This design comes from an exercise in tuning for small area on the open sky130 flow, not from production work. Only simulation tests tie the RTL to the original design; equivalence was not proved. No activity file was given, so power comes from the tool's default toggle rates.

--- flow/design.v ---
module rab (
    input  wire        clk,
    input  wire        rst,
    input  wire        sub_valid,
    input  wire        sub_ctx,
    input  wire [31:0] sub_cmd,
    input  wire [31:0] sub_arg0,
    input  wire [31:0] sub_arg1,
    output wire [1:0]  busy,
    output wire [1:0]  done,
    output wire [2:0]  status0,
    output wire [31:0] result0,
    output wire [2:0]  status1,
    output wire [31:0] result1,
    output reg         bus_req,
    output reg         bus_we,
    output reg  [31:0] bus_addr,
    output reg  [31:0] bus_wdata,
    input  wire        bus_ack,
    input  wire [31:0] bus_rdata,
    input  wire        bus_err,
    output reg         irq_valid,
    output reg  [7:0]  irq_num,
    output reg  [2:0]  irq_prio,
    output reg         ntf_valid,
    output reg  [31:0] ntf_token
);
    localparam [3:0] OP_SETF = 4'h1, OP_GETF = 4'h2,
                     OP_GINIT = 4'h3, OP_GINITI = 4'h4, OP_GWRITE = 4'h5,
                     OP_GREAD = 4'h6, OP_GINTCLR = 4'h7,
                     OP_TCFG = 4'h8, OP_TARMP = 4'h9, OP_TARMI = 4'hA,
                     OP_TEN = 4'hB, OP_TPOLL = 4'hC, OP_TCLR = 4'hD;
    localparam [2:0] ST_OK = 3'd0, ST_ILLEGAL = 3'd1, ST_INVALID = 3'd2,
                     ST_NOTRDY = 3'd3, ST_NOTINIT = 3'd4, ST_OWN = 3'd5,
                     ST_BUSERR = 3'd6;
    localparam [1:0] GS_UNINIT = 2'd0, GS_BUSY = 2'd1, GS_READY = 2'd2,
                     GS_ARMED = 2'd3;
    localparam [2:0] TS_UNINIT = 3'd0, TS_BUSY = 3'd1, TS_CONF = 3'd2,
                     TS_ARMP = 3'd3, TS_ARMI = 3'd4;
    localparam [1:0] U_A = 2'd0, U_B = 2'd1, U_C = 2'd2;
    localparam [2:0] M_RTC = 3'd2;
    localparam [2:0] UK_NONE = 3'd0, UK_RMW = 3'd1, UK_W1C = 3'd2,
                     UK_GET = 3'd3, UK_ACT = 3'd4, UK_NTF = 3'd5;
    localparam [31:0] SYSCTL_BASE   = 32'h400FE000;
    localparam [31:0] GPIO_AHB_BASE = 32'h40058000;
    localparam [31:0] UNLOCK_KEY    = 32'h4C4F434B;
    reg        act     [0:1];
    reg [31:0] cmd_r   [0:1];
    reg [31:0] arg0_r  [0:1];
    reg [31:0] arg1_r  [0:1];
    reg [3:0]  step_r  [0:1];
    reg        ph_r    [0:1];    
    reg [31:0] old_r   [0:1];    
    reg [4:0]  sb_r    [0:1];    
    reg [2:0]  stat_r  [0:1];
    reg [31:0] res_r   [0:1];
    reg        done_r  [0:1];
    reg        lock;
    reg        lock_ctx;
    reg [1:0]  g_state [0:47];
    reg        g_dir   [0:47];
    reg [2:0]  g_prio  [0:47];
    reg [2:0]  t_state [0:23];
    reg [1:0]  t_usage [0:23];
    reg [2:0]  t_mode  [0:23];
    reg        t_dir   [0:23];
    reg [31:0] t_cb    [0:23];
    reg [2:0]  t_prio  [0:23];
    assign busy    = {act[1], act[0]};
    assign done    = {done_r[1], done_r[0]};
    assign status0 = stat_r[0];
    assign status1 = stat_r[1];
    assign result0 = res_r[0];
    assign result1 = res_r[1];
    function [31:0] tbase;
        input [3:0] b;
        begin
            if (b < 4'd8) tbase = 32'h40030000 + {16'd0, b, 12'h000};
            else          tbase = 32'h4004C000 + {16'd0, b - 4'd8, 12'h000};
        end
    endfunction
    function [7:0] timer_irq;
        input [3:0] b;
        input       l;
        reg   [7:0] a;
        begin
            case (b)
                4'd0:  a = 8'd19;
                4'd1:  a = 8'd21;
                4'd2:  a = 8'd23;
                4'd3:  a = 8'd35;
                4'd4:  a = 8'd70;
                4'd5:  a = 8'd92;
                4'd6:  a = 8'd94;
                4'd7:  a = 8'd96;
                4'd8:  a = 8'd98;
                4'd9:  a = 8'd100;
                4'd10: a = 8'd102;
                default: a = 8'd104;
            endcase
            timer_irq = a + {7'd0, l};
        end
    endfunction
    function [3:0] mode_enc;
        input [2:0] m;
        begin
            case (m)
                3'd0: mode_enc = 4'h1;
                3'd1: mode_enc = 4'h2;
                3'd2: mode_enc = 4'h0;
                3'd3: mode_enc = 4'h3;
                3'd4: mode_enc = 4'h7;
                default: mode_enc = 4'hA;
            endcase
        end
    endfunction
    function [4:0] status_bit;
        input       l;
        input [2:0] m;
        reg   [4:0] a;
        begin
            case (m)
                3'd0, 3'd1: a = 5'd0;
                3'd2:       a = 5'd3;
                3'd3:       a = 5'd1;
                default:    a = 5'd2;
            endcase
            status_bit = l ? a + 5'd8 : a;
        end
    endfunction
    function excluded_pin;
        input [2:0] p;
        input [2:0] n;
        begin
            excluded_pin = (p > 3'd5) ||
                           (p == 3'd4 && n >= 3'd6) ||
                           (p == 3'd5 && n >= 3'd5);
        end
    endfunction
    wire [3:0] a_op    = sub_cmd[31:28];
    wire [1:0] a_am    = sub_cmd[27:26];
    wire [4:0] a_start = sub_cmd[25:21];
    wire [5:0] a_width = sub_cmd[20:15];
    wire [2:0] a_port  = sub_cmd[27:25];
    wire [2:0] a_pin   = sub_cmd[24:22];
    wire [3:0] a_blk   = sub_cmd[27:24];
    wire [1:0] a_use   = sub_cmd[23:22];
    wire [2:0] a_mode  = sub_cmd[21:19];
    wire [5:0] a_gidx  = {a_port, a_pin};
    wire [4:0] a_tA    = {a_blk, 1'b0};
    wire [4:0] a_tB    = {a_blk, 1'b1};
    wire [4:0] a_t0    = {a_blk, (a_use == U_B)};
    reg [31:0] a_resmask;
    always @* begin
        case (a_op)
            OP_SETF, OP_GETF:               a_resmask = 32'h00007FFF;
            OP_GINIT:                       a_resmask = 32'h001FFFFF;
            OP_GINITI:                      a_resmask = 32'h0003FFFF;
            OP_GWRITE, OP_GREAD, OP_GINTCLR: a_resmask = 32'h003FFFFF;
            OP_TCFG:                        a_resmask = 32'h0003FFFF;
            OP_TARMI:                       a_resmask = 32'h0007FFFF;
            default:                        a_resmask = 32'h003FFFFF;
        endcase
    end
    wire a_is_timer = (a_op >= OP_TCFG) && (a_op <= OP_TCLR);
    wire a_is_gpio  = (a_op >= OP_GINIT) && (a_op <= OP_GINTCLR);
    wire a_illegal = (a_op == 4'h0) || (a_op >= 4'hE) ||
                     ((sub_cmd & a_resmask) != 32'd0) ||
                     (a_is_timer && a_use == 2'd3) ||
                     (a_op == OP_TCFG && a_mode >= 3'd6);
    wire a_geom_bad = (a_width == 6'd0) || (a_width > 6'd32) ||
                      ({1'b0, a_start} + a_width > 7'd32) ||
                      (sub_arg0[1:0] != 2'b00);
    wire [1:0] a_gstate = g_state[a_gidx];
    wire [2:0] a_st0    = t_state[a_t0];
    wire [1:0] a_us0    = t_usage[a_t0];
    wire [2:0] a_stA    = t_state[a_tA];
    wire [1:0] a_usA    = t_usage[a_tA];
    wire [2:0] a_stB    = t_state[a_tB];
    wire [1:0] a_usB    = t_usage[a_tB];
    wire a_exists = (a_st0 == TS_CONF || a_st0 == TS_ARMP || a_st0 == TS_ARMI) &&
                    (a_us0 == a_use);
    wire a_conflict =
        (a_use != U_C) ? ((a_st0 == TS_BUSY) ||
                          (a_st0 != TS_UNINIT && a_us0 != a_use))
                       : ((a_stA == TS_BUSY) || (a_stB == TS_BUSY) ||
                          (a_stA != TS_UNINIT && a_usA != U_C) ||
                          (a_stB != TS_UNINIT && a_usB != U_C));
    reg       a_end;
    reg [2:0] a_status;
    always @* begin
        a_end    = 1'b1;
        a_status = ST_OK;
        if (a_illegal) begin
            a_status = ST_ILLEGAL;
        end else if (a_op == OP_SETF) begin
            if (a_geom_bad || a_am == 2'b01) a_status = ST_INVALID;
            else                            a_end = 1'b0;
        end else if (a_op == OP_GETF) begin
            if (a_geom_bad) a_status = ST_INVALID;
            else            a_end = 1'b0;
        end else if (a_is_gpio) begin
            if (excluded_pin(a_port, a_pin)) a_status = ST_INVALID;
            else if (a_op == OP_GINIT || a_op == OP_GINITI) begin
                if (a_gstate == GS_BUSY) a_status = ST_OWN;
                else                     a_end = 1'b0;
            end else begin
                if (a_gstate != GS_READY && a_gstate != GS_ARMED)
                    a_status = ST_NOTINIT;
                else if (a_op == OP_GWRITE && sub_arg0 > 32'd1)
                    a_status = ST_OK;               
                else
                    a_end = 1'b0;
            end
        end else begin
            if (a_blk >= 4'd12) a_status = ST_INVALID;
            else if (a_op == OP_TCFG) begin
                if (a_mode == M_RTC && a_use != U_C) a_status = ST_INVALID;
                else if (a_conflict)                 a_status = ST_OWN;
                else                                 a_end = 1'b0;
            end else if (a_op == OP_TPOLL) begin
                if (!a_exists || a_st0 != TS_ARMP) a_status = ST_NOTINIT;
                else                               a_end = 1'b0;
            end else begin
                if (!a_exists)            a_status = ST_NOTINIT;
                else if (a_op == OP_TARMP) a_status = ST_OK;
                else                      a_end = 1'b0;
            end
        end
    end
    wire sel = lock ? lock_ctx : act[1];
    wire run = act[sel];
    wire [31:0] c_cmd  = cmd_r[sel];
    wire [31:0] c_arg0 = arg0_r[sel];
    wire [31:0] c_arg1 = arg1_r[sel];
    wire [3:0]  c_step = step_r[sel];
    wire        c_ph   = ph_r[sel];
    wire [31:0] c_old  = old_r[sel];
    wire [4:0]  c_sb   = sb_r[sel];
    wire [3:0] c_op    = c_cmd[31:28];
    wire [1:0] c_am    = c_cmd[27:26];
    wire [2:0] c_port  = c_cmd[27:25];
    wire [2:0] c_pin   = c_cmd[24:22];
    wire       c_gdir  = c_cmd[21];
    wire [2:0] c_gprio = c_cmd[20:18];
    wire [3:0] c_blk   = c_cmd[27:24];
    wire [1:0] c_use   = c_cmd[23:22];
    wire [2:0] c_mode  = c_cmd[21:19];
    wire       c_cdir  = c_cmd[18];
    wire       c_l0    = (c_use == U_B);
    wire [5:0] c_gidx  = {c_port, c_pin};
    wire [4:0] c_t0    = {c_blk, c_l0};
    wire [31:0] c_gbase = GPIO_AHB_BASE + {17'd0, c_port, 12'h000};
    wire [31:0] c_tbase = tbase(c_blk);
    wire        c_wide  = (c_blk >= 4'd6);
    wire [4:0]  c_gbit  = c_wide ? {1'b0, c_blk - 4'd6} : {1'b0, c_blk};
    wire [31:0] c_rcgc  = SYSCTL_BASE + (c_wide ? 32'h65C : 32'h604);
    wire [31:0] c_prr   = SYSCTL_BASE + (c_wide ? 32'hA5C : 32'hA04);
    wire [7:0]  c_gpirq = (c_port == 3'd5) ? 8'd30 : {5'd0, c_port};
    reg [2:0]  uk;
    reg [31:0] u_addr;
    reg [31:0] u_val;
    reg [4:0]  u_s;
    reg [5:0]  u_w;
    always @* begin
        uk     = UK_NONE;
        u_addr = 32'd0;
        u_val  = 32'd0;
        u_s    = 5'd0;
        u_w    = 6'd1;
        case (c_op)
            OP_SETF: begin
                uk     = (c_am == 2'b11) ? UK_W1C : UK_RMW;
                u_addr = c_arg0;
                u_val  = c_arg1;
                u_s    = c_cmd[25:21];
                u_w    = c_cmd[20:15];
            end
            OP_GETF: begin
                uk     = UK_GET;
                u_addr = c_arg0;
                u_s    = c_cmd[25:21];
                u_w    = c_cmd[20:15];
            end
            OP_GINIT, OP_GINITI: begin
                uk  = UK_RMW;
                u_s = {2'b00, c_pin};
                case (c_step)
                    4'd0:  begin u_addr = SYSCTL_BASE + 32'h608; u_val = 32'd1; u_s = {2'b00, c_port}; end
                    4'd1:  begin uk = UK_GET; u_addr = SYSCTL_BASE + 32'hA08; u_s = {2'b00, c_port}; end
                    4'd2:  begin u_addr = c_gbase + 32'h520; u_val = UNLOCK_KEY; u_s = 5'd0; u_w = 6'd32; end
                    4'd3:  begin u_addr = c_gbase + 32'h524; u_val = 32'd1; end
                    4'd4:  begin u_addr = c_gbase + 32'h400; u_val = {31'd0, c_gdir}; end
                    4'd5:  begin u_addr = c_gbase + 32'h510; u_val = 32'd1; end
                    4'd6:  begin u_addr = c_gbase + 32'h420; u_val = 32'd0; end
                    4'd7:  begin u_addr = c_gbase + 32'h51C; u_val = 32'd1; end
                    4'd8:  begin u_addr = c_gbase + 32'h528; u_val = 32'd0; end
                    4'd9:  begin u_addr = c_gbase + 32'h410; u_val = 32'd0; end
                    4'd10: begin u_addr = c_gbase + 32'h404; u_val = 32'd0; end
                    4'd11: begin u_addr = c_gbase + 32'h408; u_val = 32'd1; end
                    4'd12: begin uk = UK_W1C; u_addr = c_gbase + 32'h41C; u_val = 32'd1; end
                    4'd13: begin u_addr = c_gbase + 32'h410; u_val = 32'd1; end
                    default: uk = UK_ACT;
                endcase
            end
            OP_GWRITE: begin
                uk     = UK_RMW;
                u_addr = c_gbase + 32'h3FC;
                u_val  = c_arg0;
                u_s    = {2'b00, c_pin};
            end
            OP_GREAD: begin
                uk     = UK_GET;
                u_addr = c_gbase + 32'h3FC;
                u_s    = {2'b00, c_pin};
            end
            OP_GINTCLR: begin
                uk     = UK_W1C;
                u_addr = c_gbase + 32'h41C;
                u_val  = 32'd1;
                u_s    = {2'b00, c_pin};
            end
            OP_TCFG: begin
                uk = UK_RMW;
                case (c_step)
                    4'd0: begin u_addr = c_rcgc; u_val = 32'd1; u_s = c_gbit; end
                    4'd1: begin uk = UK_GET; u_addr = c_prr; u_s = c_gbit; end
                    4'd2: begin
                        u_addr = c_tbase;
                        u_val  = (c_use != U_C) ? 32'h4 :
                                 (c_mode == M_RTC) ? 32'h1 : 32'h0;
                        u_w    = 6'd3;
                    end
                    4'd3: begin u_addr = c_tbase + (c_l0 ? 32'h8 : 32'h4); u_val = {28'd0, mode_enc(c_mode)}; u_w = 6'd4; end
                    4'd4: begin u_addr = c_tbase + (c_l0 ? 32'h8 : 32'h4); u_val = {31'd0, c_cdir}; u_s = 5'd4; end
                    4'd5: begin u_addr = c_tbase + (c_l0 ? 32'h2C : 32'h28); u_val = c_arg0; u_w = 6'd32; end
                    4'd6: begin u_addr = c_tbase + 32'h8; u_val = {28'd0, mode_enc(c_mode)}; u_w = 6'd4; end
                    4'd7: begin u_addr = c_tbase + 32'h8; u_val = {31'd0, c_cdir}; u_s = 5'd4; end
                    default: begin u_addr = c_tbase + 32'h2C; u_val = c_arg1; u_w = 6'd32; end
                endcase
            end
            OP_TARMI: begin
                if (c_step == 4'd0) begin
                    uk = UK_RMW; u_addr = c_tbase + 32'h18; u_val = 32'd1; u_s = c_sb;
                end else begin
                    uk = UK_ACT;
                end
            end
            OP_TEN: begin
                uk     = UK_RMW;
                u_addr = c_tbase + 32'hC;
                u_val  = 32'd1;
                u_s    = (c_step == 4'd0 && !c_l0) ? 5'd0 : 5'd8;
            end
            OP_TPOLL: begin
                case (c_step)
                    4'd0: begin uk = UK_GET; u_addr = c_tbase + 32'h1C; u_s = c_sb; end
                    4'd1: uk = UK_NTF;
                    default: begin uk = UK_W1C; u_addr = c_tbase + 32'h24; u_val = 32'd1; u_s = c_sb; end
                endcase
            end
            OP_TCLR: begin
                uk     = UK_W1C;
                u_addr = c_tbase + 32'h24;
                u_val  = 32'd1;
                u_s    = c_sb;
            end
            default: uk = UK_NONE;
        endcase
    end
    wire [31:0] u_mask  = (u_w >= 6'd32) ? 32'hFFFFFFFF : ((32'd1 << u_w) - 32'd1);
    wire [31:0] u_fmask = u_mask << u_s;
    wire [31:0] u_field = (u_val & u_mask) << u_s;
    wire [31:0] u_merge = (c_old & ~u_fmask) | u_field;
    wire [31:0] u_get   = (bus_rdata >> u_s) & u_mask;
    always @* begin
        bus_req   = 1'b0;
        bus_we    = 1'b0;
        bus_addr  = u_addr;
        bus_wdata = 32'd0;
        irq_valid = 1'b0;
        irq_num   = 8'd0;
        irq_prio  = 3'd0;
        ntf_valid = 1'b0;
        ntf_token = 32'd0;
        if (run) begin
            case (uk)
                UK_RMW: begin
                    bus_req   = 1'b1;
                    bus_we    = c_ph;
                    bus_wdata = c_ph ? u_merge : 32'd0;
                end
                UK_W1C: begin
                    bus_req   = 1'b1;
                    bus_we    = 1'b1;
                    bus_wdata = u_field;
                end
                UK_GET: begin
                    bus_req   = 1'b1;
                end
                UK_ACT: begin
                    irq_valid = 1'b1;
                    if (c_op == OP_TARMI) begin
                        irq_num  = timer_irq(c_blk, c_l0);
                        irq_prio = c_mode;
                    end else begin
                        irq_num  = c_gpirq;
                        irq_prio = c_gprio;
                    end
                end
                UK_NTF: begin
                    ntf_valid = 1'b1;
                    ntf_token = t_cb[c_t0];
                end
                default: ;
            endcase
        end
    end
    wire u_bus   = (uk == UK_RMW) || (uk == UK_W1C) || (uk == UK_GET);
    wire u_done  = run && (u_bus ? bus_ack : (uk != UK_NONE));
    wire u_err   = run && u_bus && bus_ack && bus_err;
    wire u_rmwrd = (uk == UK_RMW) && !c_ph;     
    wire u_bit   = u_get[0];
    reg        n_fin;       
    reg [31:0] n_res;
    reg [3:0]  n_step;
    always @* begin
        n_fin  = 1'b0;
        n_res  = 32'd0;
        n_step = c_step + 4'd1;
        case (c_op)
            OP_SETF, OP_GWRITE, OP_GINTCLR, OP_TCLR: n_fin = 1'b1;
            OP_GETF, OP_GREAD: begin n_fin = 1'b1; n_res = u_get; end
            OP_GINIT, OP_GINITI: begin
                case (c_step)
                    4'd1: n_step = !u_bit ? 4'd1 :
                                   (c_port == 3'd5 && c_pin == 3'd0) ? 4'd2 : 4'd4;
                    4'd4: n_step = c_gdir ? 4'd6 : 4'd5;
                    4'd8: n_fin  = (c_op == OP_GINIT);
                    4'd14: n_fin = 1'b1;
                    default: ;
                endcase
            end
            OP_TCFG: begin
                case (c_step)
                    4'd1: n_step = u_bit ? 4'd2 : 4'd1;
                    4'd5: n_fin  = (c_use != U_C);
                    4'd8: n_fin  = 1'b1;
                    default: ;
                endcase
            end
            OP_TARMI: n_fin = (c_step == 4'd1);
            OP_TEN:   n_fin = (c_step == 4'd1) || (c_use != U_C);
            OP_TPOLL: begin
                case (c_step)
                    4'd0: n_fin = !u_bit;
                    4'd2: begin n_fin = 1'b1; n_res = 32'd1; end
                    default: ;
                endcase
            end
            default: n_fin = 1'b1;
        endcase
    end
    wire [4:0] a_sb = status_bit(a_use == U_B, t_mode[a_t0]);
    integer i;
    always @(posedge clk) begin
        if (rst) begin
            for (i = 0; i < 2; i = i + 1) begin
                act[i]    <= 1'b0;
                cmd_r[i]  <= 32'd0;
                arg0_r[i] <= 32'd0;
                arg1_r[i] <= 32'd0;
                step_r[i] <= 4'd0;
                ph_r[i]   <= 1'b0;
                old_r[i]  <= 32'd0;
                sb_r[i]   <= 5'd0;
                stat_r[i] <= ST_OK;
                res_r[i]  <= 32'd0;
                done_r[i] <= 1'b0;
            end
            lock     <= 1'b0;
            lock_ctx <= 1'b0;
            for (i = 0; i < 48; i = i + 1) begin
                g_state[i] <= GS_UNINIT;
                g_dir[i]   <= 1'b0;
                g_prio[i]  <= 3'd0;
            end
            for (i = 0; i < 24; i = i + 1) begin
                t_state[i] <= TS_UNINIT;
                t_usage[i] <= 2'd0;
                t_mode[i]  <= 3'd0;
                t_dir[i]   <= 1'b0;
                t_cb[i]    <= 32'd0;
                t_prio[i]  <= 3'd0;
            end
        end else begin
            done_r[0] <= 1'b0;
            done_r[1] <= 1'b0;
            lock     <= bus_req && !bus_ack;
            lock_ctx <= sel;
            if (sub_valid) begin
                cmd_r[sub_ctx]  <= sub_cmd;
                arg0_r[sub_ctx] <= sub_arg0;
                arg1_r[sub_ctx] <= sub_arg1;
                step_r[sub_ctx] <= 4'd0;
                ph_r[sub_ctx]   <= 1'b0;
                sb_r[sub_ctx]   <= a_sb;
                if (a_end) begin
                    stat_r[sub_ctx] <= a_status;
                    res_r[sub_ctx]  <= 32'd0;
                    done_r[sub_ctx] <= 1'b1;
                end else begin
                    act[sub_ctx] <= 1'b1;
                end
                if (!a_end || (a_op == OP_TARMP && a_status == ST_OK)) begin
                    case (a_op)
                        OP_GINIT, OP_GINITI: g_state[a_gidx] <= GS_BUSY;
                        OP_TCFG: begin
                            if (a_use != U_B) begin
                                t_state[a_tA] <= TS_BUSY;
                                t_usage[a_tA] <= a_use;
                                t_mode[a_tA]  <= a_mode;
                                t_dir[a_tA]   <= sub_cmd[18];
                                t_cb[a_tA]    <= 32'd0;
                                t_prio[a_tA]  <= 3'd0;
                            end
                            if (a_use != U_A) begin
                                t_state[a_tB] <= TS_BUSY;
                                t_usage[a_tB] <= a_use;
                                t_mode[a_tB]  <= a_mode;
                                t_dir[a_tB]   <= sub_cmd[18];
                                t_cb[a_tB]    <= 32'd0;
                                t_prio[a_tB]  <= 3'd0;
                            end
                        end
                        OP_TARMP: begin
                            if (a_use != U_B) begin
                                t_state[a_tA] <= TS_ARMP;
                                t_cb[a_tA]    <= sub_arg0;
                                t_prio[a_tA]  <= 3'd0;
                            end
                            if (a_use != U_A) begin
                                t_state[a_tB] <= TS_ARMP;
                                t_cb[a_tB]    <= sub_arg0;
                                t_prio[a_tB]  <= 3'd0;
                            end
                        end
                        default: ;
                    endcase
                end
            end
            if (u_done) begin
                if (u_err) begin
                    act[sel]    <= 1'b0;
                    stat_r[sel] <= ST_BUSERR;
                    res_r[sel]  <= 32'd0;
                    done_r[sel] <= 1'b1;
                    case (c_op)
                        OP_GINIT, OP_GINITI: begin
                            g_state[c_gidx] <= GS_UNINIT;
                            g_dir[c_gidx]   <= 1'b0;
                            g_prio[c_gidx]  <= 3'd0;
                        end
                        OP_TCFG: begin
                            if (c_use != U_B) begin
                                t_state[{c_blk, 1'b0}] <= TS_UNINIT;
                                t_usage[{c_blk, 1'b0}] <= 2'd0;
                                t_mode[{c_blk, 1'b0}]  <= 3'd0;
                                t_dir[{c_blk, 1'b0}]   <= 1'b0;
                                t_cb[{c_blk, 1'b0}]    <= 32'd0;
                                t_prio[{c_blk, 1'b0}]  <= 3'd0;
                            end
                            if (c_use != U_A) begin
                                t_state[{c_blk, 1'b1}] <= TS_UNINIT;
                                t_usage[{c_blk, 1'b1}] <= 2'd0;
                                t_mode[{c_blk, 1'b1}]  <= 3'd0;
                                t_dir[{c_blk, 1'b1}]   <= 1'b0;
                                t_cb[{c_blk, 1'b1}]    <= 32'd0;
                                t_prio[{c_blk, 1'b1}]  <= 3'd0;
                            end
                        end
                        default: ;
                    endcase
                end else if (u_rmwrd) begin
                    old_r[sel] <= bus_rdata;
                    ph_r[sel]  <= 1'b1;
                end else if (n_fin) begin
                    act[sel]    <= 1'b0;
                    stat_r[sel] <= ST_OK;
                    res_r[sel]  <= n_res;
                    done_r[sel] <= 1'b1;
                    case (c_op)
                        OP_GINIT: begin
                            g_state[c_gidx] <= GS_READY;
                            g_dir[c_gidx]   <= c_gdir;
                            g_prio[c_gidx]  <= 3'd0;
                        end
                        OP_GINITI: begin
                            g_state[c_gidx] <= GS_ARMED;
                            g_dir[c_gidx]   <= c_gdir;
                            g_prio[c_gidx]  <= c_gprio;
                        end
                        OP_TCFG: begin
                            if (c_use != U_B) t_state[{c_blk, 1'b0}] <= TS_CONF;
                            if (c_use != U_A) t_state[{c_blk, 1'b1}] <= TS_CONF;
                        end
                        OP_TARMI: begin
                            if (c_use != U_B) begin
                                t_state[{c_blk, 1'b0}] <= TS_ARMI;
                                t_prio[{c_blk, 1'b0}]  <= c_mode;
                                t_cb[{c_blk, 1'b0}]    <= 32'd0;
                            end
                            if (c_use != U_A) begin
                                t_state[{c_blk, 1'b1}] <= TS_ARMI;
                                t_prio[{c_blk, 1'b1}]  <= c_mode;
                                t_cb[{c_blk, 1'b1}]    <= 32'd0;
                            end
                        end
                        default: ;
                    endcase
                end else begin
                    step_r[sel] <= n_step;
                    ph_r[sel]   <= 1'b0;
                end
            end
        end
    end
endmodule
--- flow/run.sh ---
#!/bin/bash
# synth_recipe.tcl (not shown) runs the flow's synth.tcl, then flattens the netlist and writes it again
# the make line also repeats each setting of config.mk as NAME=value (left out here)
make -C /OpenROAD-flow-scripts/flow DESIGN_CONFIG=/design/flow/config.mk WORK_HOME=/design/flow/orfs CLKGATE_MAP_FILE= SYNTH_SCRIPT=/design/flow/synth_recipe.tcl finish
--- flow/config.mk ---
export PLATFORM = sky130hd
export DESIGN_NAME = rab
export DESIGN_NICKNAME = rab
export VERILOG_FILES = /design/flow/design.v
export SDC_FILE = /design/flow/constraint.sdc
export NUM_CORES = 4
export LEC_CHECK = 0
export CAP_MARGIN = 20
export CORE_MARGIN = 2
export CORE_UTILIZATION = 30
export PLACE_DENSITY = 0.6
export SLEW_MARGIN = 20
--- flow/constraint.sdc ---
create_clock -name core_clock -period 12.0 [get_ports {clk}]
set_input_delay 2.4000 -clock core_clock [delete_from_list [all_inputs] [get_ports {clk}]]
set_output_delay 2.4000 -clock core_clock [all_outputs]
set_load 0.01 [all_outputs]
==> impl_metrics.tcl <==
set metrics [dict create \
    syn-num-nets 10400 \
    cpMostUsedCell "nor3_1" \
    grt_max_degree 155 \
    vias 82100 \
    path_max_fanout 33 \
    relSlewSlack_pct 18.5 \
    core_sq_um 290000 \
    maxCapViolations 0 \
    slowest_stage "nor3_1" \
    hold_buffers 0 \
    syn2layout_area_growth_pct 15.2 \
    routabilityCongestion 1.01 \
    finalSetupTns_ps 0 \
    ant_nets 0 \
    criticalPathCategory "flip-flop to primary output" \
    postSynthAreaPerCell_sq_um 8.56 \
    fmax_mhz 86.9 \
    io_pins 319 \
    clk_latency_ps 900 \
    wl_per_cell_um 27.2 \
    skew_ps 88.6 \
    routed_wl_mm 382 \
    grt_pass1_vias 74800 \
    ys_ff_latch 1726 \
    setup_violations 0 \
    synth-edff-count 502 \
    path_cells "mux2_8 > mux2i_1 > inv_1 > ha_1 > nor3_1 > o211ai_1 > a32oi_1 > nor2_1 > and3_1 > inv_1 > ha_1 > clkinv_1 > nor3_1 > a32oi_1 > a21oi_1 > o21ai_0 > mux2i_1 > a21oi_1 > nor2_1 > nor3_1 > o32ai_1 > clkdlybuf4s50_1" \
    hold_ws_ps 443 \
    cts_htree_levels 4 \
    finalHoldViolCount 0 \
    final_nets 10100 \
    start_util_pct 30.1 \
    hp-class "flip-flop to flip-flop" \
    critical_path.startpoint_type "flip-flop" \
    synth_cells 10200 \
    grt_pass1_wl_mm 546 \
    tightest_slew_ps 1220 \
    yosysSeqAreaShare_pct 45.3 \
    die_area_sq_um 295000 \
    critical_path.max_stage_delay_ps 900 \
    clockBufferDepth 4 \
    num_rows 198 \
    rsz0062_at_grt "false" \
    status "timing/DRC/antenna clean" \
    cp-end-kind "primary output" \
    synth_warnings 1 \
    gr-total-overflow 0 \
    period_share_pct 95.9 \
    clk_pin_slew_ps 60 \
    port_buffers 318 \
    cts_made_buffers 196 \
    cts_tree "done" \
    critPathRequiredTime_ps 9600 \
    maxSlewViolCount 0 \
    clock-root-buffer "clkbuf_16" \
    yosysUniqueCellTypes 98 \
    drt_iter0_drc 12200 \
    final_area_sq_um 101000 \
    async_flop_share_pct 0 \
    clock-sinks 1726 \
    first_pass_iters 7 \
    cellLeakagePower_nw 36.1 \
    cts_resized 0 \
    power_density_nw_per_um2 144 \
    synthFlopType "dfxtp_1" \
    ir_drop_mv 0.122 \
    dp_hpwl_mm 244 \
    drc 0 \
    vias_per_cell 5.86 \
    layout-drive-gt1-share_pct 9.07 \
    period_needed_ps 11500 \
    postCtsSetupBuffers 0 \
    grt_usage_pct 24.7 \
    place_area_sq_um 94100 \
    fillCellCount 29900 \
    crit_arrival_ps 9100 \
    die_height_um 543 \
    die-width_um 543 \
    antenna_found_initial 29 \
    netlist_area_sq_um 87300 \
]
[cell usage in the layout, fill, tap and decap left out, types with 173 or more instances in the layout]
master	count
a22oi_1	770
dfxtp_1	1224
clkbuf_16	200
o21ai_0	173
edfxtp_1	502
nor2b_1	342
nand3_1	623
nor2_1	1316
and3_1	206
buf_4	266
a21oi_1	295
mux2i_1	291
nand2_1	1554
clkdlybuf4s50_1	278
[worst paths after layout]
kind	slack, ps	endpoint	depth (start not counted)	from
worst min-delay path	440	t_state[27][0]	1	t_state[27][0]
worst max-delay path	500	bus_wdata[12]	22	lock
worst min register to register	440	t_state[27][0]	1	t_state[27][0]
worst max register to register	2790	res_r[0][7]	17	act[1]
[cell families (layout without fill, tap and decap cells)]
kind of cell	after synthesis	after routing	share of synthesized area, %
AND/OR/NAND/NOR	4652	4652	24.3
AO/OA/AOI/OAI	2276	2276	18.6
flip-flops	1726	1726	45.3
buffers and inverters	1063	982	4.81
multiplexers	426	426	6.34
adder cells (fa/ha/maj)	33	33	0.482
XOR/XNOR	14	14	0.141
other	0	6	0
[worst max-delay path, delay by kind of cell, from the launching register on]
kind,cells,cell delay [ps]
AOI/OAI and AO/OA,7,2530
and+or+nand+nor,6,2170
muxes,3,1220
buffers and inverters,4,1200
adders and majority gates,2,660
DFF,1,460
[state kept, by name, indices dropped and copies added, names as in the netlist]
signal,count
ph_r,2
act,2
cmd_r,34
t_cb,1024
t_usage,64
t_state,96
arg1_r,64
step_r,8
stat_r,6
done_r,2
g_state,128
t_mode,96
lock_ctx,1
old_r,64
arg0_r,64
sb_r,6
lock,1
res_r,64
[stage by stage]
stage / total power [mW] / setup WS [ps] / util, % / std cells
floorplan: 7.41 / 2020 / - / 10200
global placement: 8.40 / 1430 / 32.4 / 13700
detailed placement: 8.38 / 1580 / 32.5 / 13700
CTS: 14.4 / 629 / 34.7 / 14000
global route: 14.8 / 76.7 / 34.7 / 14000
finish: 14.5 / 497 / 34.7 / 14000
[report_power, final]
| part | switching, mW | internal (mW) |
|---|---|---|
| sequential | 0.0501 | 6.08 |
| combinational | 1.65 | 0.581 |
| clock | 2.53 | 3.57 |
| total | 4.23 | 10.2 |
[cell usage after synthesis, drive strengths merged, types with 14 or more instances]
| library cell | count | share of area [%] |
|---|---|---|
| a2111oi | 18 | 0.19 |
| a211oi | 80 | 0.69 |
| a21boi | 14 | 0.12 |
| a21o | 20 | 0.17 |
| a21oi | 308 | 1.8 |
| a221oi | 14 | 0.14 |
| a22oi | 770 | 6.6 |
| a311oi | 170 | 1.7 |
| a31oi | 161 | 1.2 |
| and2 | 165 | 1.2 |
| and3 | 207 | 1.5 |
| and3b | 32 | 0.32 |
| buf | 195 | 1.1 |
| clkbuf | 824 | 3.5 |
| dfxtp | 1224 | 28 |
| edfxtp | 502 | 17 |
| ha | 32 | 0.46 |
| inv | 43 | 0.18 |
| mux2 | 33 | 0.43 |
| mux2i | 295 | 3.4 |
| mux4 | 98 | 2.5 |
| nand2 | 1558 | 6.7 |
| nand2b | 76 | 0.54 |
| nand3 | 623 | 3.6 |
| nand4 | 29 | 0.21 |
| nor2 | 1365 | 5.9 |
| nor2b | 345 | 2.5 |
| nor3 | 107 | 0.67 |
| nor4 | 28 | 0.20 |
| o2111ai | 14 | 0.14 |
| o211ai | 151 | 1.3 |
| o21a | 49 | 0.42 |
| o21ai | 194 | 1.1 |
| o221ai | 30 | 0.31 |
| o22a | 15 | 0.15 |
| o22ai | 66 | 0.47 |
| o2bb2ai | 17 | 0.17 |
| o31ai | 24 | 0.22 |
| o32ai | 19 | 0.20 |
| or2 | 24 | 0.17 |
| or3 | 25 | 0.18 |
[layout make-up]
type / instances / area [sq um] / area share, %
Antenna cell: 6 / 15.0 / 0.0149
Clock buffer: 288 / 5730 / 5.69
Tap cell: 3900 / 4880 / 4.85
Timing Repair Buffer: 595 / 5230 / 5.20
Clock inverter: 55 / 661 / 0.657
Multi-Input combinational cell: 7401 / 44300 / 44.0
Sequential cell: 1726 / 39600 / 39.4
Inverter: 44 / 195 / 0.194
[layer usage]
| layer | part of all wire (%) | GRT usage [%] | up-vias |
|---|---|---|---|
| met5 | 0.030 | 0 | - |
| met4 | 6.1 | 13.0 | 20 |
| met3 | 11 | 5.99 | 924 |
| met2 | 42 | 36.3 | 5141 |
| met1 | 40 | 33.3 | 39800 |
| li1 | - | - | 36200 |

## afterwards: timing with drivers on the ports
The results above use ideal ports. As a check the final layout listed here was re-extracted and re-timed, cells and wires unchanged.
Step 1: set_driving_cell puts a clkbuf_16 on clk and a buf_2 on each other input, an assumption about the parent block.
Step 2 also shifts input and output timing later by t, the mid clock arrival at the registers, as if the neighbouring blocks saw the same clock.
Slacks: no drivers / after step 1 / after step 2; pairs: no drivers / after step 1.
shift t [ns]: 0.936
setup WS [ns]: 0.497 / 0.420 / 1.356
hold WS [ns]: 0.443 / 0.443 / 0.443
pins driven straight from the clock port: 1
After both steps setup and hold are still met in this run. The setup slack of this run moves by -0.077 ns with the drivers and by +0.859 ns with both steps.
